Background: an optimization exercise with open tools, aiming at small area. Do not read the settings as production practice. RTL that was checked went through simulation tests only; none was proved equivalent to the original. Function not checked in runs 7 and 8: the RTL went through the layout flow alone. No driver is modelled on the clock port, so clocking that relies on it looks cheaper here than on a real chip. Power and IR drop assume default switching activity.

### design.v
module ibus_core (
    input  wire        clk,
    input  wire        rst,           
    input  wire        rx,            
    output wire        tx,            
    output wire        tx_en,         
    input  wire        req_valid,
    input  wire        req_send,      
    input  wire [3:0]  req_cmd,
    input  wire [3:0]  req_id,
    input  wire [2:0]  req_len,       
    input  wire [31:0] req_data,      
    output reg         dec_valid,
    output wire [1:0]  dec_status,    
    output wire [3:0]  dec_cmd,
    output wire [3:0]  dec_id,
    output wire        frame_ready
);
    localparam [3:0] BC_START = 4'd15;
    localparam [3:0] BC_STOP  = 4'd8;
    localparam [3:0] BC_IDLE  = 4'd9;
    localparam [8:0] GAP_SEED = 9'h1FF;
    function [8:0] lfsr_step(input [8:0] s);
        lfsr_step = {s[7:0], s[8] ^ s[4]};
    endfunction
    function [8:0] lfsr_n(input [8:0] s, input integer n);
        integer k;
        begin
            lfsr_n = s;
            for (k = 0; k < n; k = k + 1)
                lfsr_n = lfsr_step(lfsr_n);
        end
    endfunction
    localparam [8:0] GAP_END = lfsr_n(GAP_SEED, 319);
    reg        rx_s1, rx_s2;     
    reg  [3:0] ph;               
    reg  [3:0] bc;               
    reg        busy;             
    reg  [3:0] cnt;              
    reg        fp;               
    reg [39:0] sr;               
    reg  [7:0] acc;              
    reg  [2:0] hi;               
    reg        cy;               
    reg  [8:0] gap_lfsr;
    reg        gap_flag;
    reg        avail_q;          
    assign tx_en       = busy;
    assign dec_cmd     = sr[15:12];
    assign dec_id      = sr[11:8];
    assign dec_status  = {avail_q && !hi[2], avail_q && hi[2]};
    wire dec_fire  = req_valid && !req_send && !busy;
    wire send_fire = req_valid &&  req_send && !busy && (req_len <= 3'd4);
    wire cur1 = cnt[0] && !cnt[1];
    wire cur2 = cnt[1] && !cnt[2];
    wire cur3 = cnt[2] && !cnt[3];
    wire cur4 = cnt[3];
    wire first = fp;
    wire pend  = fp;
    assign frame_ready = !busy && cnt[3] && cnt[0];
    wire   dec_avail   = frame_ready;
    wire bit_end  = (ph == 4'd15);
    wire in_data  = !bc[3];
    wire dshift   = bit_end && in_data;
    wire last     = (bc == 4'd7);
    wire at_idle  = (bc == BC_IDLE);
    wire char_end = bit_end && (bc == BC_STOP);
    wire r_chi  = cnt[3] && !cnt[2];             
    wire r_clo  = cnt[2] && !cnt[1];             
    wire t_clo  = !first && r_clo;
    wire t_body = !first && !r_clo && !r_chi;
    wire rx_valid    = !busy && char_end && rx_s2;
    wire rx_accept   = rx_valid && !send_fire;
    wire frame_start = rx_accept && gap_flag;
    wire rx_shift    = !busy && dshift;
    wire tx_shift = busy && dshift && t_body;
    always @(posedge clk) begin
        if (rst) begin
            rx_s1 <= 1'b1;
            rx_s2 <= 1'b1;
        end else begin
            rx_s1 <= rx;
            rx_s2 <= rx_s1;
        end
    end
    always @(posedge clk) begin
        if (send_fire)
            ph <= 4'd13;
        else if (!busy && at_idle)
            ph <= 4'd8;                  
        else if (!(busy && char_end))
            ph <= ph + 4'd1;
    end
    always @(posedge clk) begin
        if (rst) begin
            bc   <= BC_IDLE;
            busy <= 1'b0;
        end else if (send_fire) begin
            bc   <= BC_IDLE;
            busy <= 1'b1;
        end else begin
            if (at_idle) begin
                if (busy ? bit_end : !rx_s2)
                    bc <= BC_START;
            end else if (bit_end) begin
                if (!busy && bc == BC_START && rx_s2)
                    bc <= BC_IDLE;       
                else
                    bc <= bc + 4'd1;
            end
            if (busy && char_end && r_chi)
                busy <= 1'b0;
        end
    end
    always @(posedge clk) begin
        if (rst)
            cnt <= 4'b0000;
        else if (send_fire)
            cnt <= {req_len == 3'd0, req_len <= 3'd1, req_len <= 3'd2, req_len <= 3'd3};
        else if (frame_start)
            cnt <= 4'b0001;
        else if (busy ? char_end : ((rx_accept && !cur4) || (dec_fire && dec_avail)))
            cnt <= {cnt[2:0], !cnt[3]};
    end
    always @(posedge clk) begin
        if (send_fire)
            fp <= 1'b1;
        else if (busy) begin
            if (char_end)
                fp <= 1'b0;
        end else if (rx_accept && (frame_start || cur1 || cur2))
            fp <= 1'b1;
        else if (rx_shift && last)
            fp <= 1'b0;
    end
    always @(posedge clk) begin
        if (send_fire)
            sr <= {req_data, req_cmd, req_id};
        else begin
            if (tx_shift || rx_shift)
                sr[7:0] <= {busy ? sr[8] : rx_s2, sr[7:1]};
            if (tx_shift || (rx_shift && cur1))
                sr[15:8] <= {busy ? sr[16] : rx_s2, sr[15:9]};
            if (tx_shift)
                sr[39:16] <= {sr[39], sr[39:17]};
        end
    end
    wire add_en = busy ? t_body : pend;
    wire a_in   = add_en && sr[0];
    wire s_bit  = acc[0] ^ a_in ^ cy;
    wire c_out  = (acc[0] & a_in) | (acc[0] & cy) | (a_in & cy);
    wire rot    = dshift && (busy || pend);
    wire ok3    = (acc == 8'hFF) && !hi[1] && (sr[7:0] == {7'h7F, ~hi[0]});
    always @(posedge clk) begin
        if (send_fire) begin
            acc <= 8'd4 + {5'd0, req_len};
            hi  <= 3'd0;
            cy  <= 1'b0;
        end else if (frame_start) begin
            acc     <= 8'd0;
            hi[1:0] <= 2'd0;
            cy      <= 1'b0;
        end else if (rot) begin
            acc <= {s_bit, acc[7:1]};
            cy  <= c_out && !last;
            if (last)
                hi <= hi + {2'd0, c_out};
        end else if (rx_accept && cur3) begin
            hi[2] <= ok3;
        end
    end
    always @(posedge clk) begin
        if (rx_accept)
            gap_lfsr <= GAP_SEED;
        else
            gap_lfsr <= lfsr_step(gap_lfsr);
    end
    always @(posedge clk) begin
        if (rst || send_fire)            
            gap_flag <= 1'b1;
        else if (rx_accept)
            gap_flag <= 1'b0;
        else if (gap_lfsr == GAP_END)
            gap_flag <= 1'b1;
    end
    always @(posedge clk) begin
        if (rst)
            dec_valid <= 1'b0;
        else
            dec_valid <= dec_fire;
    end
    always @(posedge clk) begin
        avail_q <= dec_avail;
    end
    reg t_bit;
    always @(*) begin
        if (first)
            t_bit = acc[0];
        else if (t_body)
            t_bit = sr[0];
        else if (t_clo)
            t_bit = ~acc[0];
        else
            t_bit = !(bc[2:0] <= 3'd2 && hi[bc[1:0]]);
    end
    assign tx = !busy || !(bc == BC_START || (in_data && !t_bit));
endmodule
### flow/run.sh
#!/bin/bash
# The standard layout (standard.sh) with three changes:
# - synthesis maps the logic with ABC's area-oriented mapper (amap, the
#   script in abc_map.script) instead of ORFS's delay-oriented script; the
#   flip-flops are mapped before ABC runs, so they are the same as in the
#   standard synthesis;
# - the port buffers are the smallest buffer cell instead of the delay cell
#   buffer_ports picks by default;
# - the clock tree uses clkbuf_8 without dummy loads.
set -euo pipefail
rm -rf scripts_area
cp -r "$FLOW_HOME/scripts" scripts_area
cp flow/abc_map.script scripts_area/abc_speed.script
export SCRIPTS_DIR="$PWD/scripts_area"
export BUFFER_PORTS_ARGS="-buffer_cell sky130_fd_sc_hd__buf_1"
export CTS_ARGS="-sink_clustering_enable -repair_clock_nets -dont_use_dummy_load -buf_list sky130_fd_sc_hd__clkbuf_8"
bash standard.sh > standard.log 2>&1
### flow/abc_map.script
strash
 ifraig
 dch -f
 amap
 topo
### standard.sh
#!/bin/bash
# synth_recipe.tcl (not shown) runs the flow's synth.tcl, then flattens the netlist and writes it again
# the make line also repeats each setting of config.mk as NAME=value (left out here)
make -C /OpenROAD-flow-scripts/flow DESIGN_CONFIG=/design/flow/config.mk WORK_HOME=/design/flow/orfs CLKGATE_MAP_FILE= SYNTH_SCRIPT=/design/flow/synth_recipe.tcl "${@:-finish}"
### config.mk
export PLATFORM = sky130hd
export DESIGN_NAME = ibus_core
export DESIGN_NICKNAME = ibus_core
export VERILOG_FILES = /design/flow/design.v
export SDC_FILE = /design/flow/constraint.sdc
export NUM_CORES = 4
export LEC_CHECK = 0
export CAP_MARGIN = 20
export CORE_MARGIN = 2
export CORE_UTILIZATION = 40
export PLACE_DENSITY = 0.6
export SLEW_MARGIN = 20
### constraint.sdc
create_clock -name core_clock -period 10.0 [get_ports {clk}]
set_input_delay 2.0000 -clock core_clock [delete_from_list [all_inputs] [get_ports {clk}]]
set_output_delay 2.0000 -clock core_clock [all_outputs]
set_load 0.01 [all_outputs]
==> results.toml, run 1 <==
[status]
status = "finished clean"

[clocking]
clockBufferDepth = 2
cts_buffers = 9
cts_setup_buffers = 0
ctsHoldBuffers = 0
cts_sinks = 80
cts_resized = 0
clockRootBuffer = "clkbuf_8"
cts_tree = "yes"
h-tree-depth = 3
clk_pin_slew_ns = 0.07
clk_latency_ns = 0.35

[finish]
fin_nets = 438
seqCellArea_um2 = 2080
final_util = 0.462
drive_gt1_frac = 0.0368
most-common-layout-cells = "buf_1, edfxtp_1, clkinv_1, o22a_1, dfxtp_1"
final_common_cell = "buf_1"
n_fill_cell = 850
final_cell_count_no_fill = 488
syn_to_final_growth_pct = 13.7
antenna_cells = 0
multi_input_area_um2 = 1240

[worst_setup_path]
critPathKind = "in2reg"
worst_ep_required_time_ns = 10.28
endpoint_kind = "flip-flop"
worstRegToRegCells = 13
rrSetupSlack_ns = 6.46
worstSetupStartpointType = "input port"
crit_arrival_ns = 4.71
r2r_end = "cnt[2]"
crit_fanout = 51
r2r_start = "busy"

[pwr]
p_leak_uw = 0.00132
powerDensity_nw_per_um2 = 175
power.total_uw = 696
irDropWorstVdd_v = 0.0000731

[floorplanning]
die_h_um = 97.5
ios = 62
initial_core_util = 0.407
num_rows = 34
die_area_um2 = 9500
core_um2 = 8590
die_w_um = 97.5

[routing]
num_vias = 2626
wire_per_inst_um = 14.9
routed_wl_mm = 7.27
drtIter0Drc = 112
ant_nets = 0
dr.pass1.iters = 4
routed_via_density = 5.38
drc = 0

[sta]
fmax_mhz = 226
setup_tns_ns = 0
fin_crit_ns = 4.43
setup-violations-final = 0
hold_violations = 0
tightestPinTransition_ns = 0.718
maxSlewHeadroom = 0.521
slew_violations = 0
final.setup.worst_slack_ns = 5.57
rsz0062_at_grt = "false"
period_share = 0.443
finClkSkew_ns = 0.0219

[global_route]
grt_pass1_wl_mm = 12.0
grt_max_degree = 52
antenna_found_initial = 0
grt_pass1_vias = 2514
grt_use_total = 0.159
overflow = 0

[synthesis]
yosys_warnings = 1
syn_inst = 315
ys_seq_area_frac = 0.596
async_flop_share = 0
syn_area_um2 = 3490
synth_edf_count = 48
ys_types = 33
ys_dominant_reg_cell = "edfxtp_1"
synth_nets = 371
synth_area_per_cell_um2 = 11.1
ys_ff_latch = 80

[place]
place.port_buffers = 61
dp_hpwl_mm = 5.18
post-place-ws_ns = 5.24
routabilityCongestion = 0.875
dp.cells = 478

[run]
cap_violations = 0

[min_path]
hp-class = "reg2reg"
holdPathEnd = "gap_lfsr[6]"
hold_path_depth = 2
min-delay-start = "gap_lfsr[5]"
flip-flops by register name, summed over array words and instances, names as in the netlist, 3 cells and up:
| signal | count |
|---|---|
| cnt | 4 |
| ph | 4 |
| acc | 8 |
| bc | 4 |
| sr | 40 |
| hi | 3 |
| gap_lfsr | 9 |
cell families (layout without fill, tap and decap cells):
kind of cell | Yosys count | in the layout | synth area share
AOI/OAI and AO/OA | 95 | 95 | 0.202
adders and majority gates | 8 | 8 | 0.0308
buffers and inverters | 45 | 110 | 0.0569
DFF | 80 | 80 | 0.596
and+or+nand+nor | 87 | 87 | 0.115
final cells by class:
class | count | share of cell area
Timing Repair Buffer | 64 | 0.0643
Sequential cell | 80 | 0.524
Clock buffer | 9 | 0.0312
Multi-Input combinational cell | 190 | 0.311
Tap cell | 108 | 0.0340
Inverter | 37 | 0.0350
worst max-delay path by stage:
stage	from	end	slack [ns]	depth (start not counted)
after floorplan	req_valid	sr[0]	1.19	5
after global placement	req_valid	cnt[3]	5.32	14
after detailed placement	req_valid	cnt[3]	5.24	14
after CTS	req_valid	cnt[3]	5.60	14
after global routing	req_valid	cnt[1]	5.26	14
final	req_valid	cnt[1]	5.57	14
power by group:
group	switching, µW	internal [µW]
Sequential	21.9	392
Clock	99.0	80.4
Combinational	61.1	42.1
Total	182	514
worst max-delay path, stage by stage:
cell      delay [ns]
buf_1           0.09
nand3_1         0.15
nor2_1          0.15
clkinv_1        0.19
o21ai_4         0.09
buf_4           0.46
nor2_1          0.19
nand2_1         0.20
clkinv_1        0.10
nor2_1          0.34
clkinv_1        0.28
o21ai_0         0.24
o22ai_1         0.10
nor2_1          0.11
synthesized netlist by cell type (3+ instances only):
| cell type | number | area, µm² |
|---|---|---|
| edfxtp_1 | 48 | 1440 |
| clkinv_1 | 37 | 139 |
| o22a_1 | 37 | 324 |
| dfxtp_1 | 32 | 641 |
| nor2_1 | 28 | 105 |
| nand2_1 | 21 | 78.8 |
| o21ai_0 | 18 | 90.1 |
| nand3_1 | 11 | 55.1 |
| a21oi_1 | 8 | 40.0 |
| buf_4 | 8 | 60.1 |
| ha_1 | 7 | 87.6 |
| nand4_1 | 7 | 43.8 |
| a22oi_1 | 6 | 45.0 |
| nor3_1 | 6 | 30.0 |
| o22ai_1 | 5 | 31.3 |
| or2_0 | 5 | 31.3 |
| a211oi_1 | 4 | 30.0 |
| and3_1 | 4 | 25.0 |
| nor4_1 | 3 | 18.8 |
| o211ai_1 | 3 | 22.5 |
| o221ai_1 | 3 | 26.3 |
stage by stage:
stage / hold slack [ns] / instance area, µm²
floorplan: 0.391 / 3490
global placement: 0.397 / 3840
detailed placement: 0.414 / 3840
CTS: 0.430 / 3960
global route: 0.445 / 3970
finish: 0.423 / 3970
routing by layer:
metal | share of wire | vias up | track usage
met5 | 0 | - | 0
met4 | 0.012 | 0 | 0.0534
met3 | 0.048 | 7 | 0.0496
met2 | 0.47 | 64 | 0.249
met1 | 0.47 | 1238 | 0.209
li1 | - | 1317 | -
==> run 2, diff against run 1 <==
--- a/design.v
+++ b/design.v
@@ -48,4 +48,6 @@
     assign tx_en       = busy;
-    assign dec_cmd     = sr[15:12];
-    assign dec_id      = sr[11:8];
+    wire       sr0_true = sr[0] ^ (busy && !bc[0]);
+    wire [7:0] b1_true  = sr[15:8] ^ 8'b10101010;
+    assign dec_cmd     = b1_true[7:4];
+    assign dec_id      = b1_true[3:0];
     assign dec_status  = {avail_q && !hi[2], avail_q && hi[2]};
@@ -137,10 +139,10 @@
         if (send_fire)
-            sr <= {req_data, req_cmd, req_id};
+            sr <= ~{req_data, req_cmd, req_id};
         else begin
             if (tx_shift || rx_shift)
-                sr[7:0] <= {busy ? sr[8] : rx_s2, sr[7:1]};
+                sr[7:0] <= ~{busy ? sr[8] : rx_s2, sr[7:1]};
             if (tx_shift || (rx_shift && cur1))
-                sr[15:8] <= {busy ? sr[16] : rx_s2, sr[15:9]};
+                sr[15:8] <= ~{busy ? sr[16] : rx_s2, sr[15:9]};
             if (tx_shift)
-                sr[39:16] <= {sr[39], sr[39:17]};
+                sr[39:16] <= ~{sr[39], sr[39:17]};
         end
@@ -148,3 +150,3 @@
     wire add_en = busy ? t_body : pend;
-    wire a_in   = add_en && sr[0];
+    wire a_in   = add_en && sr0_true;
     wire s_bit  = acc[0] ^ a_in ^ cy;
@@ -152,3 +154,3 @@
     wire rot    = dshift && (busy || pend);
-    wire ok3    = (acc == 8'hFF) && !hi[1] && (sr[7:0] == {7'h7F, ~hi[0]});
+    wire ok3    = (acc == 8'hFF) && ((sr[7:0] ^ 8'b10101010) == {7'h7F, ~hi[0]});
     always @(posedge clk) begin
@@ -199,3 +201,3 @@
         else if (t_body)
-            t_bit = sr[0];
+            t_bit = sr0_true;
         else if (t_clo)
==> flow/abc_map.script (replaced) <==
strash
ifraig
dch -f
amap
topo
--- a/config.mk
+++ b/config.mk
@@ -7,3 +7,3 @@
 export LEC_CHECK = 0
-export CAP_MARGIN = 20
+export CAP_MARGIN = 0
 export CORE_MARGIN = 2
@@ -11,2 +11,2 @@
 export PLACE_DENSITY = 0.6
-export SLEW_MARGIN = 20
+export SLEW_MARGIN = 0
==> results.toml, run 2 <==
[status]
status = "finished clean"

[synthesis]
ys_types = 33
synthTopCellsByCount = "edfxtp_1, o22ai_1, clkinv_1"
ys_seq_area_frac = 0.611
synth_nets = 382
yosysTopAreaCell = "edfxtp_1"
yosys_warnings = 1
yosysMostFrequentCell = "edfxtp_1"
ys_ff_latch = 80
ys_dominant_reg_cell = "edfxtp_1"
syn_inst = 326
synthTopCellsByArea = "edfxtp_1, dfxtp_1, o22ai_1"
synth_top_area_share = 0.423
synth_edf_count = 48
synth_area_per_cell_um2 = 10.5
async_flop_share = 0
syn_area_um2 = 3410

[floorplanning]
ios = 62
initial_core_util = 0.415
die_w_um = 96.3
die_h_um = 96.3
die_area_um2 = 9270
core_um2 = 8220
num_rows = 33

[worst_setup_path]
r2r_start = "busy"
critPathKind = "in2reg"
crit_end = "cnt[3]"
rrSetupSlack_ns = 6.17
cp-startpoint = "req_valid"
critical-path-top-delay-family = "buffers and inverters"
path_cells = "buf_1 -> nand3_1 -> nor2_1 -> clkinv_1 -> o21ai_4 -> buf_4 -> nor2_1 -> clkinv_1 -> nor2_1 -> nor2_1 -> clkinv_1 -> o22ai_1 -> nor2_1 -> a211oi_1"
cp.depth = 14
crit_fanout = 38
crit_buf_inv = 5
crit_top_cell = "nor2_1"
crit_arrival_ns = 4.86
worst_ep_required_time_ns = 10.24
cp_slowest_cell = "buf_4"
worstRegToRegCells = 14
endpoint_kind = "flip-flop"
r2r_end = "cnt[1]"
cp_slowest_stage_delay_ns = 0.44
worstSetupStartpointType = "input port"

[clocking]
cts_sinks = 80
cts_setup_buffers = 0
clk_latency_ns = 0.34
cts_resized = 0
cts_tree = "yes"
cts_buffers = 9
clk_pin_slew_ns = 0.07
clockBufferDepth = 2
ctsHoldBuffers = 0
h-tree-depth = 3
clockRootBuffer = "clkbuf_8"

[global_route]
grt_pass1_vias = 2529
grt_max_degree = 49
grt_use_total = 0.166
antenna_found_initial = 0
overflow = 0
grt_pass1_wl_mm = 11.9

[sta]
tightestPinTransition_ns = 0.743
period_share = 0.462
finClkSkew_ns = 0.0213
slew_violations = 0
rsz0062_at_grt = "false"
maxSlewHeadroom = 0.504
setup_tns_ns = 0
final.setup.worst_slack_ns = 5.38
setup-violations-final = 0
fin_crit_ns = 4.62
fmax_mhz = 216
hold_violations = 0

[routing]
num_vias = 2630
drtIter0Drc = 152
wire_per_inst_um = 14.6
drc = 0
routed_wl_mm = 7.32
ant_nets = 0
routed_via_density = 5.26
dr.pass1.iters = 4

[finish]
top_register = "sr"
final_util = 0.475
drive_gt1_frac = 0.0354
largest_reg_flops = 40
final_common_cell = "buf_1"
syn_to_final_growth_pct = 14.5
antenna_cells = 0
most-common-layout-cells = "buf_1, edfxtp_1, o22ai_1"
reg.largest.list = "sr (40), gap_lfsr (9), acc (8)"
fin_nets = 453
final_cell_count_no_fill = 500

[place]
place.port_buffers = 61
dp_hpwl_mm = 5.31
routabilityCongestion = 0.846
post-place-ws_ns = 5.08
dp.cells = 491

[run]
cap_violations = 0

[pwr]
power.total_uw = 758
irDropWorstVdd_v = 0.0000844
powerDensity_nw_per_um2 = 194
p_leak_uw = 0.00131

[min_path]
hp-class = "reg2reg"
min-delay-start = "rx_s1"
-- run 2: changes by cell type after synthesis, moves of 3 or more --
cell      change
o22a_1       -37
nand4_1       -5
o22ai_1      +40
clkinv_1      +6
nand3_1       -3
buf_4         -4
nand2_1       +3
nor3_1        +7
nor2_1        +6
-- run 2: power by group --
part           total [µW]  internal, µW  switching (µW)  leakage, µW
logic                 154          57.3            96.9     0.000540
clock network         177          80.5            96.6    0.0000647
registers             427           398            28.6     0.000708
-- run 2: cells by family (layout without fill, tap and decap cells) --
logic type	after synthesis	after routing	synth area share
adder cells (fa/ha/maj)	8	8	0.0316
AO/OA/AOI/OAI	97	97	0.178
AND/OR/NAND/NOR	94	94	0.123
flip-flops	80	80	0.611
buffers and inverters	47	116	0.0562
-- run 2: how the worst min path moves through the flow --
stage / end / slack [ns] / cells past startpoint
after global placement: rx_s2 / 0.42 / 1
final: rx_s2 / 0.42 / 1
after CTS: rx_s2 / 0.43 / 1
after detailed placement: rx_s2 / 0.41 / 1
after global routing: gap_lfsr[2] / 0.46 / 2
after floorplan: rx_s2 / 0.39 / 1
-- run 2: worst reg2reg max path, cell delays in order (launching register included) --
cell and delay (ns):
dfxtp_1 0.60, clkinv_1 0.41, nand3_1 0.34, nor2_1 0.09
clkinv_1 0.14, o21ai_4 0.15, buf_4 0.29, nor2_1 0.26
clkinv_1 0.23, nor2_1 0.26, nor2_1 0.16, o21ai_0 0.26
clkinv_1 0.24, o22ai_1 0.22, nor2_1 0.05
-- run 2: area by class of cell --
cell class / instances / area [µm²]
inverter: 43 / 161
sequential: 80 / 2080
tap: 105 / 131
fill: 785 / 4310
timing repair buffer: 64 / 251
multi-input combinational: 199 / 1150
clock buffer: 9 / 124
-- run 2: per-stage QoR --
step | cell area (µm²) | hold WS [ns]
4_1_cts | 3900 | 0.430
6_report | 3900 | 0.425
5_1_grt | 3900 | 0.458
3_5_place_dp | 3780 | 0.409
3_3_place_gp | 3780 | 0.416
2_1_floorplan | 3410 | 0.391
-- run 2: layer usage --
layer  part of all wire  vias up  routed length (µm)  track usage
li1                   -     1342                   -            -
met1               0.48     1199                3510        0.230
met2               0.44       76                3240        0.253
met3              0.059       13                 430       0.0399
met4              0.019        0                 138       0.0599
met5                  0        -                   0            0
==> run 3, diff against run 2 <==
--- a/design.v
+++ b/design.v
@@ -21,3 +21,3 @@
     localparam [3:0] BC_IDLE  = 4'd9;
-    localparam [8:0] GAP_SEED = 9'h1FF;
+    localparam [8:0] GAP_END = 9'h1FF;
     function [8:0] lfsr_step(input [8:0] s);
@@ -25,11 +25,11 @@
     endfunction
-    function [8:0] lfsr_n(input [8:0] s, input integer n);
+    function [8:0] lfsr_back(input [8:0] s, input integer n);
         integer k;
         begin
-            lfsr_n = s;
+            lfsr_back = s;
             for (k = 0; k < n; k = k + 1)
-                lfsr_n = lfsr_step(lfsr_n);
+                lfsr_back = {lfsr_back[0] ^ lfsr_back[5], lfsr_back[8:1]};
         end
     endfunction
-    localparam [8:0] GAP_END = lfsr_n(GAP_SEED, 319);
+    localparam [8:0] GAP_SEED = lfsr_back(GAP_END, 319);
     reg        rx_s1, rx_s2;     
@@ -49,6 +49,5 @@
     wire       sr0_true = sr[0] ^ (busy && !bc[0]);
-    wire [7:0] b1_true  = sr[15:8] ^ 8'b10101010;
-    assign dec_cmd     = b1_true[7:4];
-    assign dec_id      = b1_true[3:0];
-    assign dec_status  = {avail_q && !hi[2], avail_q && hi[2]};
+    assign dec_cmd     = sr[15:12];
+    assign dec_id      = sr[11:8];
+    assign dec_status  = {avail_q && !cy, avail_q && cy};
     wire dec_fire  = req_valid && !req_send && !busy;
@@ -139,3 +138,3 @@
         if (send_fire)
-            sr <= ~{req_data, req_cmd, req_id};
+            sr <= {~req_data[31:8], req_data[7:0] ^ 8'h55, ~req_cmd, ~req_id};
         else begin
@@ -144,3 +143,3 @@
             if (tx_shift || (rx_shift && cur1))
-                sr[15:8] <= ~{busy ? sr[16] : rx_s2, sr[15:9]};
+                sr[15:8] <= {busy ? sr[16] : rx_s2, sr[15:9]};
             if (tx_shift)
@@ -149,6 +148,9 @@
     end
+    wire ld     = !busy && cur1;
     wire add_en = busy ? t_body : pend;
     wire a_in   = add_en && sr0_true;
-    wire s_bit  = acc[0] ^ a_in ^ cy;
-    wire c_out  = (acc[0] & a_in) | (acc[0] & cy) | (a_in & cy);
+    wire a_acc  = acc[0] && !ld;
+    wire a_cy   = cy && !ld;
+    wire s_bit  = a_acc ^ a_in ^ a_cy;
+    wire c_out  = (a_acc & a_in) | (a_acc & a_cy) | (a_in & a_cy);
     wire rot    = dshift && (busy || pend);
@@ -160,6 +162,2 @@
             cy  <= 1'b0;
-        end else if (frame_start) begin
-            acc     <= 8'd0;
-            hi[1:0] <= 2'd0;
-            cy      <= 1'b0;
         end else if (rot) begin
@@ -167,6 +165,8 @@
             cy  <= c_out && !last;
-            if (last)
+            if (last && ld)
+                hi[1:0] <= 2'd0;
+            else if (last)
                 hi <= hi + {2'd0, c_out};
         end else if (rx_accept && cur3) begin
-            hi[2] <= ok3;
+            cy <= ok3;
         end
--- a/flow/run.sh
+++ b/flow/run.sh
@@ -1,3 +1,3 @@
 #!/bin/bash
-# The standard layout (standard.sh) with three changes:
+# The standard layout (standard.sh) with these changes:
 # - synthesis maps the logic with ABC's area-oriented mapper (amap, the
@@ -8,3 +8,5 @@
 #   buffer_ports picks by default;
-# - the clock tree uses clkbuf_8 without dummy loads.
+# - the clock tree: manual_cts.tcl splits the flip-flops into CLK_GROUPS
+#   groups, each driven by one clkbuf_8, and CTS builds the tree from the
+#   clock port to those buffers only, without dummy loads.
 set -euo pipefail
@@ -15,3 +17,5 @@
 export BUFFER_PORTS_ARGS="-buffer_cell sky130_fd_sc_hd__buf_1"
-export CTS_ARGS="-sink_clustering_enable -repair_clock_nets -dont_use_dummy_load -buf_list sky130_fd_sc_hd__clkbuf_8"
+export CLK_GROUPS=5
+export PRE_CTS_TCL="$PWD/flow/manual_cts.tcl"
+export CTS_ARGS="-clk_nets clk -sink_clustering_enable -repair_clock_nets -dont_use_dummy_load -buf_list sky130_fd_sc_hd__clkbuf_2"
 bash standard.sh > standard.log 2>&1
==> flow/manual_cts.tcl (new file) <==
# Sourced by ORFS's cts.tcl before clock_tree_synthesis (PRE_CTS_TCL).
# The flip-flops are split into CLK_GROUPS groups of about equal size by
# their angle around the centre of all flip-flops; each group gets one
# clkbuf_8 at its centre, and clock_tree_synthesis, run on the clock port's
# net only, then drives these buffers. Every flip-flop is behind exactly one
# group buffer and one small tree from the port, so the clock reaches all of
# them through the same kind of path.
proc manual_clock_buffers {nb cell} {
  set block [ord::get_db_block]
  set master [[ord::get_db] findMaster $cell]
  set clknet [$block findNet clk]
  set sinks {}
  foreach it [$clknet getITerms] {
    set bb [[$it getInst] getBBox]
    lappend sinks [list $it [expr {([$bb xMin] + [$bb xMax]) / 2.0}] [expr {([$bb yMin] + [$bb yMax]) / 2.0}]]
  }
  set n [llength $sinks]
  set cx 0.0
  set cy 0.0
  foreach s $sinks {
    set cx [expr {$cx + [lindex $s 1]}]
    set cy [expr {$cy + [lindex $s 2]}]
  }
  set cx [expr {$cx / $n}]
  set cy [expr {$cy / $n}]
  set withang {}
  foreach s $sinks {
    lappend withang [list {*}$s [expr {atan2([lindex $s 2] - $cy, [lindex $s 1] - $cx)}]]
  }
  set sorted [lsort -real -index 3 $withang]
  set per [expr {int(ceil(double($n) / $nb))}]
  for {set g 0} {$g < $nb} {incr g} {
    set grp [lrange $sorted [expr {$g * $per}] [expr {($g + 1) * $per - 1}]]
    if {[llength $grp] == 0} { continue }
    set gx 0.0
    set gy 0.0
    foreach s $grp {
      set gx [expr {$gx + [lindex $s 1]}]
      set gy [expr {$gy + [lindex $s 2]}]
    }
    set gx [expr {int($gx / [llength $grp])}]
    set gy [expr {int($gy / [llength $grp])}]
    set inst [odb::dbInst_create $block $master "clkbuf_grp_$g"]
    set net [odb::dbNet_create $block "clk_grp_$g"]
    $net setSigType CLOCK
    $inst setLocation $gx $gy
    $inst setPlacementStatus PLACED
    [$inst findITerm A] connect $clknet
    [$inst findITerm X] connect $net
    foreach s $grp {
      set it [lindex $s 0]
      $it disconnect
      $it connect $net
    }
  }
  puts "manual_clock_buffers: $n flip-flops in $nb groups of up to $per"
}

manual_clock_buffers $::env(CLK_GROUPS) sky130_fd_sc_hd__clkbuf_8
==> results.toml, run 3 <==
[finish]
fin_nets = 434
syn_to_final_growth_pct = 12.0
largest_reg_flops = 40
top_register = "sr"
n_fill_cell = 848
antenna_cells = 0
most-common-layout-cells = "buf_1, edfxtp_1, nor2_1"
final_common_cell = "buf_1"
final_area_um2 = 3820
drive_gt1_frac = 0.0293
reg.largest.list = "sr (40), gap_lfsr (9), acc (8)"

[floorplanning]
num_rows = 33
ios = 62
core_um2 = 8260
die_h_um = 96.4
die_area_um2 = 9290
die_w_um = 96.4
initial_core_util = 0.413

[routing]
top_layer = "met4"
wire_per_inst_um = 14.5
wl_met3_um = 350
routed_via_density = 5.40
ant_nets = 0
num_vias = 2596
drtIter0Drc = 197
wl_met1_mm = 3.40
dr.pass1.iters = 7
wl_met2_mm = 3.08
routed_wl_mm = 6.95
drc = 0

[synthesis]
ys_dominant_reg_cell = "edfxtp_1"
yosys_warnings = 1
synthTopCellsByCount = "edfxtp_1, nor2_1, o22ai_1"
synth_area_per_cell_um2 = 10.9
ys_ff_latch = 80
ys_types = 33
synth_top_area_share = 0.422
syn_area_um2 = 3410
syn_inst = 313
ys_seq_area_frac = 0.610
yosysMostFrequentCell = "edfxtp_1"
synth_edf_count = 48
async_flop_share = 0
yosysTopAreaCell = "edfxtp_1"
synthTopCellsByArea = "edfxtp_1, dfxtp_1, o22ai_1"
synth_nets = 369

[worst_setup_path]
endpoint_kind = "output port"
worstSetupStartpointType = "flip-flop"
cp_slowest_stage_delay_ns = 0.65
crit_arrival_ns = 2.96
cp_slowest_cell = "dfxtp_1"
critPathKind = "reg2out"
crit_top_cell = "nor2_1"
worst_ep_required_time_ns = 8.00
crit_buf_inv = 2
crit_fanout = 15
critical-path-top-delay-family = "compound AO/OA/AOI/OAI gates"
path_cells = "clkinv_1 -> nor2_1 -> nor2_1 -> a21oi_1 -> nor4_1 -> a2111oi_0 -> a211oi_1 -> o21ai_0 -> buf_1"

[clocking]
ctsHoldBuffers = 0
clk_latency_ns = 0.48
cts_resized = 0
cts_tree = "yes"
cts_setup_buffers = 0
clk_pin_slew_ns = 0.10
cts_buffers = 3

[place]
placed_cell_area_um2 = 3740
dp_hpwl_mm = 4.86
place.port_buffers = 61
post-place-ws_ns = 5.26
routabilityCongestion = 0.866

[sta]
tightestPinTransition_ns = 0.978
slew_violations = 0
final.setup.worst_slack_ns = 5.04
hold_violations = 0
maxSlewHeadroom = 0.347
setup_tns_ns = 0
fmax_mhz = 202
finClkSkew_ns = 0.0307
setup-violations-final = 0
hold_slack_ns = 0.447
rsz0062_at_grt = "false"
fin_crit_ns = 4.96
period_share = 0.496

[pwr]
p_int_uw = 470
irDropWorstVdd_v = 0.0000609
p_seq_frac = 0.630
comb_power_share = 0.139
power.total_uw = 634
swShare = 0.259
p_leak_uw = 0.00125
powerDensity_nw_per_um2 = 166
clockPowerShare = 0.231
p_sw_uw = 164

[global_route]
overflow = 0
grt_use_total = 0.159
grt_pass1_wl_mm = 11.7
antenna_found_initial = 0
grt_pass1_vias = 2479
grt_max_degree = 63

[run]
cap_violations = 0

[min_path]
hp-class = "reg2reg"

[status]
status = "finished clean"
## run 3: changes by cell type in the layout (fill, tap and decap cells not counted), moves of 4 or more
cell      delta
clkinv_1    -18
nor2b_1     +10
o22ai_1     -10
nand2_1      -6
nor3_1       -5
and3_1       -4
clkbuf_8     -4
nor2_1       +4
## run 3: final timing paths
| check | depth (start not counted) | startpoint | endpoint | slack, ns |
|---|---|---|---|---|
| max | 9 | busy | tx | 5.04 |
| min | 1 | rx_s1 | rx_s2 | 0.45 |
| max reg2reg | 12 | busy | cnt[0] | 6.15 |
| min reg2reg | 1 | rx_s1 | rx_s2 | 0.45 |
## run 3: worst reg2reg max path, cell delays in order (launching register included)
cell and delay (ns):
dfxtp_1 0.65, clkinv_1 0.45, nand3_1 0.28, nor2_1 0.13, clkinv_1 0.11, o21ai_4 0.06, buf_4 0.30, nor2_1 0.57
nand2_1 0.14, o311a_1 0.13, o21ai_0 0.39, clkinv_1 0.25, a221oi_1 0.31
## run 3: cell type report, clock buffers not listed
cell class	count	area (µm²)	share of cell area
tap	105	131	0.0344
buffer	5	68.8	0.0180
sequential	80	2080	0.545
inverter	25	93.8	0.0245
multi-input combinational	200	1190	0.311
timing repair buffer	63	244	0.0638
## run 3: power by group through the flow
stage	logic (µW)	clock network (µW)	registers, µW
after detailed placement	89.2	0	406
after global placement	88.0	0	406
after CTS	89.5	153	399
after floorplan	64.7	0	402
after global routing	101	167	403
final	88.3	147	399
## run 3: routing by layer
metal  vias up  GRT usage
li1       1312          -
met1      1197      0.233
met2        77      0.248
met3        10     0.0256
met4         0     0.0352
met5         -          0
## run 3: logic make-up after synthesis
| group | synth area share |
|---|---|
| AO/OA/AOI/OAI | 0.179 |
| flip-flops | 0.610 |
| buffers and inverters | 0.0451 |
| adder cells (fa/ha/maj) | 0.0315 |
| AND/OR/NAND/NOR | 0.134 |
## run 3: metrics by stage
stage	utilization	cells
2_1_floorplan	-	313
3_3_place_gp	0.453	473
3_5_place_dp	0.453	473
4_1_cts	0.463	481
5_1_grt	0.463	481
6_report	0.463	481
==> run 4, diff against run 3 <==
--- a/design.v
+++ b/design.v
@@ -33,3 +33,3 @@
     endfunction
-    localparam [8:0] GAP_SEED = lfsr_back(GAP_END, 319);
+    localparam [8:0] GAP_SEED = lfsr_back(GAP_END, 320);
     reg        rx_s1, rx_s2;     
@@ -45,3 +45,3 @@
     reg  [8:0] gap_lfsr;
-    reg        gap_flag;
+    wire       gap_flag = &gap_lfsr;
     reg        avail_q;          
@@ -131,3 +131,3 @@
                 fp <= 1'b0;
-        end else if (rx_accept && (frame_start || cur1 || cur2))
+        end else if (rx_accept && (frame_start || !cnt[2]))
             fp <= 1'b1;
@@ -177,11 +177,3 @@
         else
-            gap_lfsr <= lfsr_step(gap_lfsr);
-    end
-    always @(posedge clk) begin
-        if (rst || send_fire)            
-            gap_flag <= 1'b1;
-        else if (rx_accept)
-            gap_flag <= 1'b0;
-        else if (gap_lfsr == GAP_END)
-            gap_flag <= 1'b1;
+            gap_lfsr <= {gap_lfsr[7:0], (gap_lfsr[8] ^ gap_lfsr[4]) | gap_flag};
     end
==> results.toml, run 4 <==
[sta]
hold_violations = 0
slew_violations = 0
maxSlewHeadroom = 0.284
fmax_mhz = 199
period_share = 0.502
rsz0062_at_grt = "false"
setup_tns_ns = 0
fin_crit_ns = 5.02
finClkSkew_ns = 0.0444
tightestPinTransition_ns = 1.07
setup-violations-final = 0

[routing]
wire_per_inst_um = 14.8
drtIter0Drc = 217
num_vias = 2614
routed_wl_mm = 7.08
routed_via_density = 5.46
drc = 0
ant_nets = 0
dr.pass1.iters = 4

[synthesis]
syn_area_um2 = 3390
yosysMostFrequentCell = "edfxtp_1"
syn_inst = 311
async_flop_share = 0
ys_types = 39
yosysTopAreaCell = "edfxtp_1"
synth_top_area_share = 0.425
synth_area_per_cell_um2 = 10.9
synth_edf_count = 48
ys_ff_latch = 79
ys_seq_area_frac = 0.608
synth_nets = 367
synthTopCellsByArea = "edfxtp_1, dfxtp_1, o22ai_1"
synthTopCellsByCount = "edfxtp_1, nor2_1, o22ai_1"
ys_dominant_reg_cell = "edfxtp_1"
yosys_warnings = 1

[min_path]
hold_path_depth = 1
holdPathEnd = "rx_s2"
hp-class = "reg2reg"
min-delay-start = "rx_s1"

[floorplanning]
num_rows = 33
die_w_um = 96.1
initial_core_util = 0.413
ios = 62
die_area_um2 = 9230
die_h_um = 96.1
core_um2 = 8220

[finish]
reg.largest.list = "sr (40), gap_lfsr (9), acc (8)"
final_common_cell = "buf_1"
final_util = 0.463
largest_reg_flops = 40
top_register = "sr"
final_area_um2 = 3810
n_fill_cell = 802
fin_nets = 432
most-common-layout-cells = "buf_1, edfxtp_1, nor2_1"
syn_to_final_growth_pct = 12.3
antenna_cells = 0
drive_gt1_frac = 0.0294

[pwr]
p_int_uw = 504
p_sw_uw = 213
comb_power_share = 0.204
clockPowerShare = 0.208
p_leak_uw = 0.00123
irDropWorstVdd_v = 0.0000810
powerDensity_nw_per_um2 = 188
p_seq_frac = 0.588
swShare = 0.297

[worst_setup_path]
rrSetupSlack_ns = 6.21
critPathKind = "reg2out"
r2r_end = "cnt[3]"
worstRegToRegCells = 10
cp-startpoint = "busy"
endpoint_kind = "output port"
crit_arrival_ns = 3.02
crit_fanout = 16
worst_ep_required_time_ns = 8.00
r2r_start = "busy"
worstSetupStartpointType = "flip-flop"

[global_route]
grt_pass1_vias = 2567
grt_max_degree = 59
overflow = 0
antenna_found_initial = 0
grt_use_total = 0.163
grt_pass1_wl_mm = 11.9

[clocking]
cts_buffers = 3
clk_latency_ns = 0.47
cts_resized = 0
cts_setup_buffers = 0
ctsHoldBuffers = 0
cts_tree = "yes"
clk_pin_slew_ns = 0.10

[place]
dp_hpwl_mm = 4.95
place.port_buffers = 61
placed_cell_area_um2 = 3720
routabilityCongestion = 0.827

[status]
status = "finished clean"

[run]
cap_violations = 0
## run 4: worst max-delay path by stage
stage	to	slack, ns	depth (start not counted)
4_1_cts	tx	4.95	9
5_1_grt	tx	4.58	9
3_3_place_gp	cnt[3]	5.19	11
2_1_floorplan	cnt[3]	2.39	9
6_report	tx	4.98	9
3_5_place_dp	cnt[3]	5.11	11
## run 4: metrics by stage
step / instances / hold WS [ns] / setup slack [ns] / total power (µW)
3_3_place_gp: 471 / 0.396 / 5.19 / 574
4_1_cts: 479 / 0.416 / 4.95 / 723
3_5_place_dp: 471 / 0.402 / 5.11 / 576
2_1_floorplan: 311 / 0.391 / 2.39 / 532
6_report: 479 / 0.421 / 4.98 / 717
5_1_grt: 479 / 0.427 / 4.58 / 759
## run 4: final cells by class, clock buffers not listed
type                    instances  area (µm²)  area share
repair buffers                 63         244      0.0641
plain buffers                   5        68.8      0.0181
flip-flops and latches         79        2060       0.542
inverters                      24        90.1      0.0237
multi-input cells             200        1190       0.314
well taps                     105         131      0.0345
## run 4: power groups by stage
stage               clock [µW]  sequential (µW)  combinational, µW
finish                     149              422                146
global route               164              427                168
CTS                        154              422                147
detailed placement           0              429                147
global placement             0              429                144
floorplan                    0              421                111
## run 4: logic make-up after synthesis
kind of cell / Yosys count / synth area share
adder cells (fa/ha/maj): 8 / 0.0317
AND/OR/NAND/NOR: 101 / 0.141
buffers and inverters: 32 / 0.0443
flip-flops: 79 / 0.608
AO/OA/AOI/OAI: 91 / 0.175
## run 4: critical path, cell delays in order, from the launching register on
cell	delay [ns]
dfxtp_1	0.68
clkinv_1	0.45
nor2_1	0.24
nor2_1	0.06
a21oi_1	0.16
nor4_1	0.06
a2111oi_0	0.38
a211oi_1	0.09
o21ai_0	0.23
buf_1	0.19
## run 4: layer usage
metal	wire length (µm)	part of all wire	vias up	track usage
met5	0	0	-	0
li1	-	-	1299	-
met4	91	0.013	0	0.0381
met2	3230	0.46	67	0.274
met3	407	0.057	7	0.0290
met1	3350	0.47	1241	0.219
==> run 5, diff against run 4 <==
--- a/flow/run.sh
+++ b/flow/run.sh
@@ -9,4 +9,5 @@
 # - the clock tree: manual_cts.tcl splits the flip-flops into CLK_GROUPS
-#   groups, each driven by one clkbuf_8, and CTS builds the tree from the
-#   clock port to those buffers only, without dummy loads.
+#   groups, each driven by one CLK_GROUP_CELL, and CTS builds the tree
+#   from the clock port to those buffers only, of clkbuf_1, without dummy
+#   loads.
 set -euo pipefail
@@ -17,5 +18,6 @@
 export BUFFER_PORTS_ARGS="-buffer_cell sky130_fd_sc_hd__buf_1"
-export CLK_GROUPS=5
+export CLK_GROUPS=8
+export CLK_GROUP_CELL=sky130_fd_sc_hd__clkbuf_4
 export PRE_CTS_TCL="$PWD/flow/manual_cts.tcl"
-export CTS_ARGS="-clk_nets clk -sink_clustering_enable -repair_clock_nets -dont_use_dummy_load -buf_list sky130_fd_sc_hd__clkbuf_2"
+export CTS_ARGS="-clk_nets clk -sink_clustering_enable -repair_clock_nets -dont_use_dummy_load -buf_list sky130_fd_sc_hd__clkbuf_1"
 bash standard.sh > standard.log 2>&1
==> flow/abc_map.script (replaced) <==
strash
ifraig
dch -f
amap
strash
dch -f
amap
topo
--- a/flow/manual_cts.tcl
+++ b/flow/manual_cts.tcl
@@ -3,3 +3,3 @@
 # their angle around the centre of all flip-flops; each group gets one
-# clkbuf_8 at its centre, and clock_tree_synthesis, run on the clock port's
+# CLK_GROUP_CELL buffer at its centre, and clock_tree_synthesis, run on the clock port's
 # net only, then drives these buffers. Every flip-flop is behind exactly one
@@ -58,2 +58,2 @@
 
-manual_clock_buffers $::env(CLK_GROUPS) sky130_fd_sc_hd__clkbuf_8
+manual_clock_buffers $::env(CLK_GROUPS) $::env(CLK_GROUP_CELL)
==> results.toml, run 5 <==
[sta]
hold_slack_ns = 0.426
fmax_mhz = 192
setup_tns_ns = 0
slew_violations = 0
maxSlewHeadroom = 0.439
rsz0062_at_grt = "false"
fin_crit_ns = 5.22
finClkSkew_ns = 0.0651
period_share = 0.522
tightestPinTransition_ns = 0.835
setup-violations-final = 0
final.setup.worst_slack_ns = 4.78
hold_violations = 0

[worst_setup_path]
rrSetupSlack_ns = 5.92
endpoint_kind = "output port"
r2r_start = "busy"
cp_slowest_stage_delay_ns = 0.77
crit_fanout = 17
critPathKind = "reg2out"
r2r_end = "cnt[3]"
crit_top_cell = "nor2_1"
crit_arrival_ns = 3.22
cp_slowest_cell = "dfxtp_1"
worst_ep_required_time_ns = 8.00
critical-path-top-delay-family = "flip-flops"
crit_buf_inv = 2
path_cells = "clkinv_1 -> nor2_1 -> nor2_1 -> a21oi_1 -> nor2_1 -> a221oi_1 -> a221oi_1 -> o21ai_0 -> buf_1"
worstRegToRegCells = 12
worstSetupStartpointType = "flip-flop"

[global_route]
grt_pass1_vias = 2516
grt_max_degree = 59
antenna_found_initial = 0
grt_pass1_wl_mm = 12.3
grt_use_total = 0.170
overflow = 0

[place]
routabilityCongestion = 0.803
post-place-ws_ns = 4.93
dp_hpwl_mm = 4.87
place.port_buffers = 61

[routing]
wire_per_inst_um = 14.8
ant_nets = 0
routed_wl_mm = 7.23
dr.pass1.iters = 4
num_vias = 2561
routed_via_density = 5.26
drtIter0Drc = 100
drc = 0

[synthesis]
synth_xor_area_frac = 0
synthTopCellsByCount = "edfxtp_1, nor2_1, dfxtp_1, o22ai_1, clkinv_1"
synth_nets = 371
yosysMostFrequentCell = "edfxtp_1"
synth_edf_count = 48
synth-compound-area-share = 0.176
ys_types = 38
synthMuxAreaShare = 0
yosys_warnings = 1
syn_inst = 315
ys_ff_latch = 79
yosysTopAreaCell = "edfxtp_1"
async_flop_share = 0
ys_dominant_reg_cell = "edfxtp_1"
synth_adder_area_share = 0.0317
synthTopCellsByArea = "edfxtp_1, dfxtp_1, o22ai_1"
ys_seq_area_frac = 0.607
syn_area_um2 = 3400
synth_top_area_share = 0.424
synth_area_per_cell_um2 = 10.8
synth_top_family_by_area = "compound AO/OA/AOI/OAI gates"
yosys.area_share.simple = 0.139

[clocking]
ctsHoldBuffers = 0
clk_latency_ns = 0.69
cts_buffers = 3
clk_pin_slew_ns = 0.11
cts_setup_buffers = 0
cts_tree = "yes"
cts_resized = 0

[status]
status = "finished clean"

[finish]
reg.largest.list = "sr (40), gap_lfsr (9), acc (8)"
syn_to_final_growth_pct = 12.1
antenna_cells = 0
final_common_cell = "buf_1"
drive_gt1_frac = 0.0340
final_util = 0.464
largest_reg_flops = 40
fin_nets = 440
most-common-layout-cells = "buf_1, edfxtp_1, nor2_1"
top_register = "sr"

[floorplanning]
num_rows = 33
initial_core_util = 0.414
die_w_um = 96.2
die_h_um = 96.2
ios = 62
core_um2 = 8220
die_area_um2 = 9250

[pwr]
powerDensity_nw_per_um2 = 159
p_leak_uw = 0.00125
irDropWorstVdd_v = 0.0000824
power.total_uw = 608

[min_path]
min-delay-start = "rx_s1"
hold_path_depth = 1
holdPathEnd = "rx_s2"
hp-class = "reg2reg"

[run]
cap_violations = 0
[run 5: per-layer routing]
| layer | GRT usage | vias to the layer above | wire, µm |
|---|---|---|---|
| met4 | 0.0500 | 0 | 82 |
| met1 | 0.237 | 1172 | 3410 |
| li1 | - | 1318 | - |
| met2 | 0.267 | 64 | 3360 |
| met3 | 0.0329 | 7 | 379 |
| met5 | 0 | - | 0 |
[run 5: power by group]
| group | internal [µW] | total, µW | leakage, µW | switching, µW |
|---|---|---|---|---|
| Clock | 41.4 | 144 | 0.0000403 | 103 |
| Combinational | 30.1 | 76.6 | 0.000513 | 46.5 |
| Sequential | 372 | 387 | 0.000698 | 14.9 |
[run 5: how the worst max path moves through the flow]
stage	startpoint	endpoint	slack [ns]	cells after the start
2_1_floorplan	req_len[1]	cnt[3]	3.80	12
3_3_place_gp	req_len[1]	cnt[3]	5.08	14
3_5_place_dp	req_len[1]	cnt[3]	4.93	14
4_1_cts	busy	tx	4.74	9
5_1_grt	busy	tx	4.44	9
6_report	busy	tx	4.78	9
[run 5: cell type report, clock buffers not listed]
class | instances | area (µm²)
inverters | 26 | 97.6
repair buffers | 64 | 251
flip-flops and latches | 79 | 2060
fillers | 790 | 4400
multi-input cells | 202 | 1200
plain buffers | 8 | 60.1
well taps | 105 | 131
[run 5: cells by family (layout without fill, tap and decap cells)]
kind of cell    Yosys count  in the layout
compound gates           92             92
fa+ha+maj                 8              8
buf+inv                  34            101
flops                    79             79
simple gates            102            102
[run 5: through the flow]
stage	instances	area [µm²]
after floorplan	315	3400
after global placement	476	3740
after detailed placement	476	3740
after CTS	487	3810
after global routing	487	3810
final	487	3810
[run 5: worst reg2reg max path, stage by stage, from the launching register on]
cell and delay, ns:
dfxtp_1 0.77, clkinv_1 0.51, nand3_2 0.18, buf_4 0.49, clkinv_1 0.19, nor3_1 0.72
clkinv_1 0.30, nor2_1 0.26, nor2_1 0.09, clkinv_1 0.10, nor2_1 0.10, a211oi_1 0.19
a211oi_1 0.06
==> run 6, diff against run 5 <==
==> flow/abc_map.script (replaced) <==
strash
ifraig
dch -f
amap
topo
==> results.toml, run 6 <==
[global_route]
grt_use_total = 0.164
grt_pass1_vias = 2565
overflow = 0
grt_max_degree = 59
antenna_found_initial = 0
grt_pass1_wl_mm = 11.9

[sta]
tightestPinTransition_ns = 1.07
maxSlewHeadroom = 0.282
period_share = 0.523
hold_violations = 0
fin_crit_ns = 5.23
hold_slack_ns = 0.423
fmax_mhz = 191
setup-violations-final = 0
finClkSkew_ns = 0.0400
rsz0062_at_grt = "false"
slew_violations = 0
setup_tns_ns = 0

[routing]
num_vias = 2643
routed_wl_mm = 7.19
routed_via_density = 5.48
dr.pass1.iters = 5
drc = 0
ant_nets = 0
wire_per_inst_um = 14.9
drtIter0Drc = 124

[clocking]
cts_resized = 0
clk_pin_slew_ns = 0.11
cts_buffers = 3
cts_tree = "yes"
clk_latency_ns = 0.66
cts_setup_buffers = 0
ctsHoldBuffers = 0

[floorplanning]
die_w_um = 96.1
core_um2 = 8220
initial_core_util = 0.413
ios = 62
die_area_um2 = 9230
num_rows = 33
die_h_um = 96.1

[synthesis]
syn_inst = 311
async_flop_share = 0
ys_types = 39
synth_edf_count = 48
syn_area_um2 = 3390
ys_ff_latch = 79
yosysMostFrequentCell = "edfxtp_1"
ys_dominant_reg_cell = "edfxtp_1"
synth_area_per_cell_um2 = 10.9
synthTopCellsByArea = "edfxtp_1, dfxtp_1, o22ai_1"
ys_seq_area_frac = 0.608
yosysTopAreaCell = "edfxtp_1"
yosys_warnings = 1
synthTopCellsByCount = "edfxtp_1, nor2_1, o22ai_1"
synth_nets = 367
synth_top_area_share = 0.425

[worst_setup_path]
crit_top_cell = "nor2_1"
path_cells = "clkinv_1 -> nor2_1 -> nor2_1 -> a21oi_1 -> nor4_1 -> a2111oi_0 -> a211oi_1 -> o21ai_0 -> buf_1"
crit_buf_inv = 2
critPathKind = "reg2out"
cp_slowest_cell = "dfxtp_1"
worst_ep_required_time_ns = 8.00
crit_fanout = 16
critical-path-top-delay-family = "compound AO/OA/AOI/OAI gates"
crit_arrival_ns = 3.23
endpoint_kind = "output port"
worstSetupStartpointType = "flip-flop"
cp_slowest_stage_delay_ns = 0.69

[run]
cap_violations = 0

[finish]
final_cell_count_no_fill = 482
top_register = "sr"
fin_nets = 435
syn_to_final_growth_pct = 11.9
drive_gt1_frac = 0.0292
largest_reg_flops = 40
reg.largest.list = "sr (40), gap_lfsr (9), acc (8)"
antenna_cells = 0
final_common_cell = "buf_1"
most-common-layout-cells = "buf_1, edfxtp_1, nor2_1"

[pwr]
power.total_uw = 709
irDropWorstVdd_v = 0.000105
p_leak_uw = 0.00123
powerDensity_nw_per_um2 = 187

[status]
status = "finished clean"

[place]
dp_hpwl_mm = 4.95
routabilityCongestion = 0.827
dp.cells = 471
place.port_buffers = 61

[min_path]
hp-class = "reg2reg"
[run 6: worst register-to-register path, stage by stage (launching register included)]
cell and delay (ns):
dfxtp_1 0.69, clkinv_1 0.46, o2111ai_4 0.22, buf_4 0.48, clkinv_1 0.18, nor4b_1 0.83
nor2b_1 0.30, nor2_1 0.09, clkinv_1 0.09, a21oi_1 0.09, a221oi_1 0.30
[run 6: worst paths after layout]
kind | from | end | slack, ns | cells past startpoint
worst max-delay path | busy | tx | 4.77 | 9
worst min-delay path | rx_s1 | rx_s2 | 0.42 | 1
worst max register to register | busy | cnt[3] | 6.18 | 10
worst min register to register | rx_s1 | rx_s2 | 0.42 | 1
[run 6: logic make-up (layout without fill, tap and decap cells)]
family | after synthesis | after routing | synth area share
AO/OA/AOI/OAI | 91 | 91 | 0.175
flip-flops | 79 | 79 | 0.608
buffers and inverters | 32 | 98 | 0.0443
AND/OR/NAND/NOR | 101 | 101 | 0.141
adder cells (fa/ha/maj) | 8 | 8 | 0.0317
[run 6: layer usage]
layer,track usage,vias up,share of wire
met2,0.267,79,0.44
li1,-,1311,-
met4,0.0464,0,0.020
met1,0.223,1240,0.49
met5,0,-,0
met3,0.0298,13,0.050
[run 6: per-stage QoR]
stage                      util  instance area [µm²]  setup slack (ns)
after global placement    0.453                 3720              5.19
final                     0.462                 3790              4.77
after detailed placement  0.453                 3720              5.11
after global routing      0.462                 3790              4.40
after CTS                 0.462                 3790              4.72
after floorplan               -                 3390              2.39
[run 6: layout make-up, clock buffers not listed]
type                    count  area, µm²
plain buffers               8       60.1
fillers                   807       4420
inverters                  24       90.1
multi-input cells         200       1190
flip-flops and latches     79       2060
well taps                 105        131
repair buffers             63        244
[run 6: power by group]
| group | leakage, µW | internal, µW | switching (µW) |
|---|---|---|---|
| registers | 0.000698 | 392 | 30.0 |
| logic | 0.000487 | 58.3 | 88.4 |
| clock network | 0.0000403 | 41.5 | 98.5 |
==> run 7, diff against run 6 <==
--- a/design.v
+++ b/design.v
@@ -145,3 +145,3 @@
             if (tx_shift)
-                sr[39:16] <= ~{sr[39], sr[39:17]};
+                sr[38:16] <= ~sr[39:17];
         end
==> results.toml, run 7 <==
[worst_setup_path]
r2r_start = "busy"
crit_end = "tx"
cp_slowest_cell = "dfxtp_1"
crit_buf_inv = 2
crit_top_cell = "nor2_1"
crit_fanout = 16
path_cells = "clkinv_1 -> nor2_1 -> nor2_1 -> a21oi_1 -> nor4_1 -> a2111oi_0 -> a211oi_1 -> o21ai_0 -> buf_1"
cp.depth = 9
r2r_end = "cnt[1]"
critPathKind = "reg2out"
worst_ep_required_time_ns = 8.00
worstRegToRegCells = 11
cp_slowest_stage_delay_ns = 0.69
rrSetupSlack_ns = 6.14
worstSetupStartpointType = "flip-flop"
endpoint_kind = "output port"
crit_arrival_ns = 3.24
cp-startpoint = "busy"
critical-path-top-delay-family = "compound AO/OA/AOI/OAI gates"

[finish]
final_util = 0.463
fin_nets = 440
largest_reg_flops = 40
seqCellArea_um2 = 2060
multi_input_area_um2 = 1190
most-common-layout-cells = "buf_1, edfxtp_1, nor2_1"
drive_gt1_frac = 0.0288
n_fill_cell = 797
top_register = "sr"
antenna_cells = 0
syn_to_final_growth_pct = 11.9
final_common_cell = "buf_1"
reg.largest.list = "sr (40), gap_lfsr (9), acc (8)"

[global_route]
grt_busiest_layer = "met2"
overflow = 0
met2_usage = 0.260
antenna_found_initial = 0
grt_use_total = 0.159
grt_pass1_wl_mm = 11.6
met3_usage = 0.0290
grt_pass1_vias = 2496
grt_max_degree = 62
grt_use_met1 = 0.219

[floorplanning]
die_area_um2 = 9250
core_um2 = 8220
num_rows = 33
initial_core_util = 0.414
die_w_um = 96.2
die_h_um = 96.2
ios = 62

[sta]
maxSlewHeadroom = 0.319
tightestPinTransition_ns = 1.02
rsz0062_at_grt = "false"
fin_crit_ns = 5.24
slew_violations = 0
setup_tns_ns = 0
hold_violations = 0
fmax_mhz = 191
setup-violations-final = 0
finClkSkew_ns = 0.0372
period_share = 0.524

[synthesis]
yosysMostFrequentCell = "edfxtp_1"
ys_dominant_reg_cell = "edfxtp_1"
synth_nets = 372
synth_area_per_cell_um2 = 10.8
synth_top_area_share = 0.424
synth_edf_count = 48
yosysTopAreaCell = "edfxtp_1"
async_flop_share = 0
synthTopCellsByArea = "edfxtp_1, dfxtp_1, o22ai_1"
yosys_warnings = 1
ys_ff_latch = 79
syn_area_um2 = 3400
ys_seq_area_frac = 0.607
ys_types = 38
synthTopCellsByCount = "edfxtp_1, nor2_1, o22ai_1"
syn_inst = 316

[routing]
routed_wl_mm = 7.25
drc = 0
wire_per_inst_um = 14.9
ant_nets = 0
dr.pass1.iters = 5
drtIter0Drc = 188
routed_via_density = 5.38
num_vias = 2618

[run]
cap_violations = 0

[place]
place.port_buffers = 61
dp_hpwl_mm = 4.96
routabilityCongestion = 0.842

[min_path]
min-delay-start = "rx_s1"
hp-class = "reg2reg"

[pwr]
p_leak_uw = 0.00124
irDropWorstVdd_v = 0.0000710
power.total_uw = 692
powerDensity_nw_per_um2 = 182

[clocking]
clk_pin_slew_ns = 0.10
cts_setup_buffers = 0
cts_resized = 0
cts_buffers = 3
ctsHoldBuffers = 0
clk_latency_ns = 0.66
cts_tree = "yes"

[status]
status = "finished clean"
[run 7: worst min path at each step]
| stage | to | slack, ns | cells past startpoint |
|---|---|---|---|
| finish | rx_s2 | 0.43 | 1 |
| detailed placement | rx_s2 | 0.41 | 1 |
| floorplan | rx_s2 | 0.39 | 1 |
| global route | rx_s2 | 0.45 | 1 |
| CTS | rx_s2 | 0.43 | 1 |
| global placement | rx_s2 | 0.39 | 1 |
[run 7: worst reg2reg max path: cells and delay by family, from the launching register on]
family | cells | cell delay, ns
and+or+nand+nor | 4 | 1.27
buffers and inverters | 4 | 1.21
DFF | 1 | 0.69
AOI/OAI and AO/OA | 3 | 0.55
[run 7: kinds of logic after synthesis]
| logic type | synth area share |
|---|---|
| buffers and inverters | 0.0475 |
| AOI/OAI and AO/OA | 0.169 |
| DFF | 0.607 |
| adders and majority gates | 0.0317 |
| and+or+nand+nor | 0.145 |
[run 7: area by class of cell, clock buffers not listed]
type / count / share of cell area
sequential: 79 / 0.542
multi-input combinational: 202 / 0.314
timing repair buffer: 63 / 0.0641
tap: 105 / 0.0345
inverter: 27 / 0.0266
buffer: 8 / 0.0158
[run 7: metrics by stage]
stage	area, µm²	instances	worst slack [ns]	hold slack [ns]
2_1_floorplan	3400	316	2.53	0.391
4_1_cts	3800	487	4.77	0.434
3_5_place_dp	3730	476	5.06	0.410
6_report	3800	487	4.76	0.427
5_1_grt	3800	487	4.52	0.454
3_3_place_gp	3730	476	5.19	0.394
[run 7: power by group]
group | switching, µW | internal (µW)
Sequential | 29.7 | 391
Clock | 96.9 | 41.4
Combinational | 80.1 | 53.1
Total | 207 | 485
[run 7: metal layers]
layer,part of all wire,up-vias
li1,-,1316
met1,0.47,1218
met2,0.45,72
met3,0.058,12
met4,0.018,0
met5,0,-
==> run 8, diff against run 7 <==
--- a/design.v
+++ b/design.v
@@ -42,3 +42,3 @@
     reg  [7:0] acc;              
-    reg  [2:0] hi;               
+    reg  [1:0] hi;               
     reg        cy;               
@@ -145,3 +145,3 @@
             if (tx_shift)
-                sr[38:16] <= ~sr[39:17];
+                sr[39:16] <= ~{sr[39], sr[39:17]};
         end
@@ -157,2 +157,3 @@
     wire ok3    = (acc == 8'hFF) && ((sr[7:0] ^ 8'b10101010) == {7'h7F, ~hi[0]});
+    wire [2:0] hi_inc = {avail_q, hi} + {2'd0, c_out};
     always @(posedge clk) begin
@@ -160,3 +161,3 @@
             acc <= 8'd4 + {5'd0, req_len};
-            hi  <= 3'd0;
+            hi  <= 2'd0;
             cy  <= 1'b0;
@@ -166,5 +167,5 @@
             if (last && ld)
-                hi[1:0] <= 2'd0;
+                hi <= 2'd0;
             else if (last)
-                hi <= hi + {2'd0, c_out};
+                hi <= hi_inc[1:0];
         end else if (rx_accept && cur3) begin
@@ -172,2 +173,10 @@
         end
+    end
+    always @(posedge clk) begin
+        if (send_fire)
+            avail_q <= 1'b0;
+        else if (!busy)
+            avail_q <= dec_avail;
+        else if (rot && last)
+            avail_q <= hi_inc[2];
     end
@@ -185,5 +194,3 @@
     end
-    always @(posedge clk) begin
-        avail_q <= dec_avail;
-    end
+    wire [2:0] hix = {avail_q, hi};
     reg t_bit;
@@ -197,3 +204,3 @@
         else
-            t_bit = !(bc[2:0] <= 3'd2 && hi[bc[1:0]]);
+            t_bit = !(bc[2:0] <= 3'd2 && hix[bc[1:0]]);
     end
==> results.toml, run 8 <==
[sta]
slew_violations = 0
tightestPinTransition_ns = 1.06
period_share = 0.524
fin_crit_ns = 5.24
finClkSkew_ns = 0.0306
final.setup.worst_slack_ns = 4.76
fmax_mhz = 191
maxSlewHeadroom = 0.294
setup-violations-final = 0
setup_tns_ns = 0
rsz0062_at_grt = "false"
hold_violations = 0

[floorplanning]
ios = 62
num_rows = 33
die_h_um = 96.2
die_area_um2 = 9260
die_w_um = 96.2
initial_core_util = 0.414
core_um2 = 8220

[synthesis]
synth-compound-area-share = 0.180
ys_dominant_reg_cell = "edfxtp_1"
synth_edf_count = 48
syn_area_um2 = 3400
ys_types = 36
synthTopCellsByArea = "edfxtp_1, dfxtp_1, o22ai_1"
yosysTopAreaCell = "edfxtp_1"
synth_nets = 379
synthTopCellsByCount = "edfxtp_1, nor2_1, o22ai_1"
yosys_warnings = 1
synth_area_per_cell_um2 = 10.5
syn_inst = 323
ys_seq_area_frac = 0.600
yosys.area_share.simple = 0.133
synth_top_family_by_area = "compound AO/OA/AOI/OAI gates"
ys_ff_latch = 78
async_flop_share = 0
synth_adder_area_share = 0.0316
synth_xor_area_frac = 0
synthMuxAreaShare = 0
synth_top_area_share = 0.424

[finish]
most-common-layout-cells = "buf_1, nor2_1, edfxtp_1"
reg.largest.list = "sr (40), gap_lfsr (9), acc (8)"
multi_input_area_um2 = 1190
seqCellArea_um2 = 2040
antenna_cells = 0
fin_nets = 447
drive_gt1_frac = 0.0283
syn_to_final_growth_pct = 11.9
top_register = "sr"
n_fill_cell = 819
largest_reg_flops = 40
final_common_cell = "buf_1"

[clocking]
cts_setup_buffers = 0
clk_pin_slew_ns = 0.11
cts_buffers = 3
cts_resized = 0
ctsHoldBuffers = 0
clk_latency_ns = 0.69
cts_tree = "yes"

[pwr]
powerDensity_nw_per_um2 = 182
irDropWorstVdd_v = 0.0000724
p_leak_uw = 0.00125
power.total_uw = 692

[place]
routabilityCongestion = 0.858
post-place-ws_ns = 5.48
dp_hpwl_mm = 5.22
place.port_buffers = 61

[global_route]
grt_pass1_vias = 2571
overflow = 0
antenna_found_initial = 0
grt_max_degree = 61
grt_pass1_wl_mm = 12.1
grt_use_total = 0.167

[worst_setup_path]
crit_arrival_ns = 3.24
worst_ep_required_time_ns = 8.00
crit_fanout = 17
critPathKind = "reg2out"
worstSetupStartpointType = "flip-flop"
endpoint_kind = "output port"

[run]
cap_violations = 0

[routing]
drtIter0Drc = 132
drc = 0
wire_per_inst_um = 15.1
num_vias = 2692
ant_nets = 0
routed_wl_mm = 7.48
dr.pass1.iters = 5
routed_via_density = 5.45

[status]
status = "finished clean"

[min_path]
hp-class = "reg2reg"
## run 8: cell types whose count changed after synthesis, moves of 2 or more
cell      change
a21o_1        +2
a22o_1        -2
a31oi_1       +2
a32oi_1       +2
clkinv_1      +7
nand2_1       -2
nor2_1        +2
nor2b_1       -2
o21ai_0       +3
o22ai_1       +3
or2_0         -2
or3_1         -2
## run 8: layout make-up, clock buffers not listed
class | count | share of cell area
buffer | 8 | 0.0158
inverter | 34 | 0.0335
timing repair buffer | 63 | 0.0641
multi-input combinational | 203 | 0.312
tap | 105 | 0.0345
sequential | 78 | 0.537
## run 8: where the power goes
group	switching, µW	total [µW]	internal (µW)	leakage [µW]
logic	80.1	134	54.1	0.000521
registers	29.9	417	387	0.000690
clock network	99.4	141	41.4	0.0000403
total	209	692	482	0.00125
## run 8: logic make-up (layout without fill, tap and decap cells)
family / Yosys count / after routing
adder cells (fa/ha/maj): 8 / 8
AND/OR/NAND/NOR: 101 / 101
buffers and inverters: 42 / 108
AO/OA/AOI/OAI: 94 / 94
flip-flops: 78 / 78
## run 8: critical path, cell delays in order, from the launching register on
cell	delay [ns]
dfxtp_1	0.67
clkinv_1	0.49
nor2_1	0.27
nor2_1	0.06
a21oi_1	0.16
nor4_1	0.07
a2111oi_0	0.37
a211oi_1	0.10
o21ai_0	0.18
buf_1	0.19
## run 8: per-stage QoR
step                      cells  utilization  hold WS, ns  instance area [µm²]
after floorplan             323            -        0.391                 3400
after global placement      483        0.454        0.416                 3730
after detailed placement    483        0.454        0.408                 3730
after CTS                   494        0.463        0.436                 3800
after global routing        494        0.463        0.472                 3800
final                       494        0.463        0.428                 3800
## run 8: path summary, 6_finish.rpt
check | start | endpoint | slack, ns | cells after the start
worst min register to register | rx_s1 | rx_s2 | 0.43 | 1
worst max register to register | busy | sr[4] | 6.55 | 5
worst max-delay path | busy | tx | 4.76 | 9
worst min-delay path | rx_s1 | rx_s2 | 0.43 | 1
## run 8: routing by layer
| metal | vias to the layer above | track usage | wire length (µm) |
|---|---|---|---|
| met5 | - | 0 | 0 |
| met4 | 0 | 0.0369 | 83 |
| met3 | 12 | 0.0345 | 466 |
| met2 | 86 | 0.277 | 3400 |
| met1 | 1260 | 0.226 | 3540 |
| li1 | 1334 | - | - |

-- port drivers added, routing unchanged --
No port has a modelled driver above. Below, the same layouts with a new extraction and two added sets of constraints. Step 1: set_driving_cell puts a clkbuf_16 on clk and a buf_2 on each other input, an assumption about the parent block. Step 2 also shifts input and output timing later by t, the mid clock arrival at the registers, as if the neighbouring blocks saw the same clock. Three values: ideal, step 1, step 2; two values: the first two.
run | t, ns | setup WS [ns] | worst setup path after step 2 | worst data-port slew with drivers (ns)
run 1 | 0.366 | 5.574 / 5.581 / 5.215 | input to register | 0.04
run 2 | 0.358 | 5.380 / 5.388 / 5.030 | input to register | 0.04
run 3 | 0.493 | 5.042 / 5.014 / 5.270 | input to register | 0.03
run 4 | 0.480 | 4.979 / 4.950 / 5.152 | input to register | 0.03
run 5 | 0.690 | 4.783 / 4.755 / 4.984 | input to register | 0.03
run 6 | 0.674 | 4.769 / 4.739 / 5.158 | input to register | 0.03
run 7 | 0.669 | 4.758 / 4.731 / 5.029 | input to register | 0.03
run 8 | 0.701 | 4.760 / 4.731 / 5.432 | register to output | 0.04
After both steps every run listed still meets setup and hold. For run 1, which loses most, drivers alone change the setup slack by +0.007 ns; drivers and shift together by -0.359 ns.
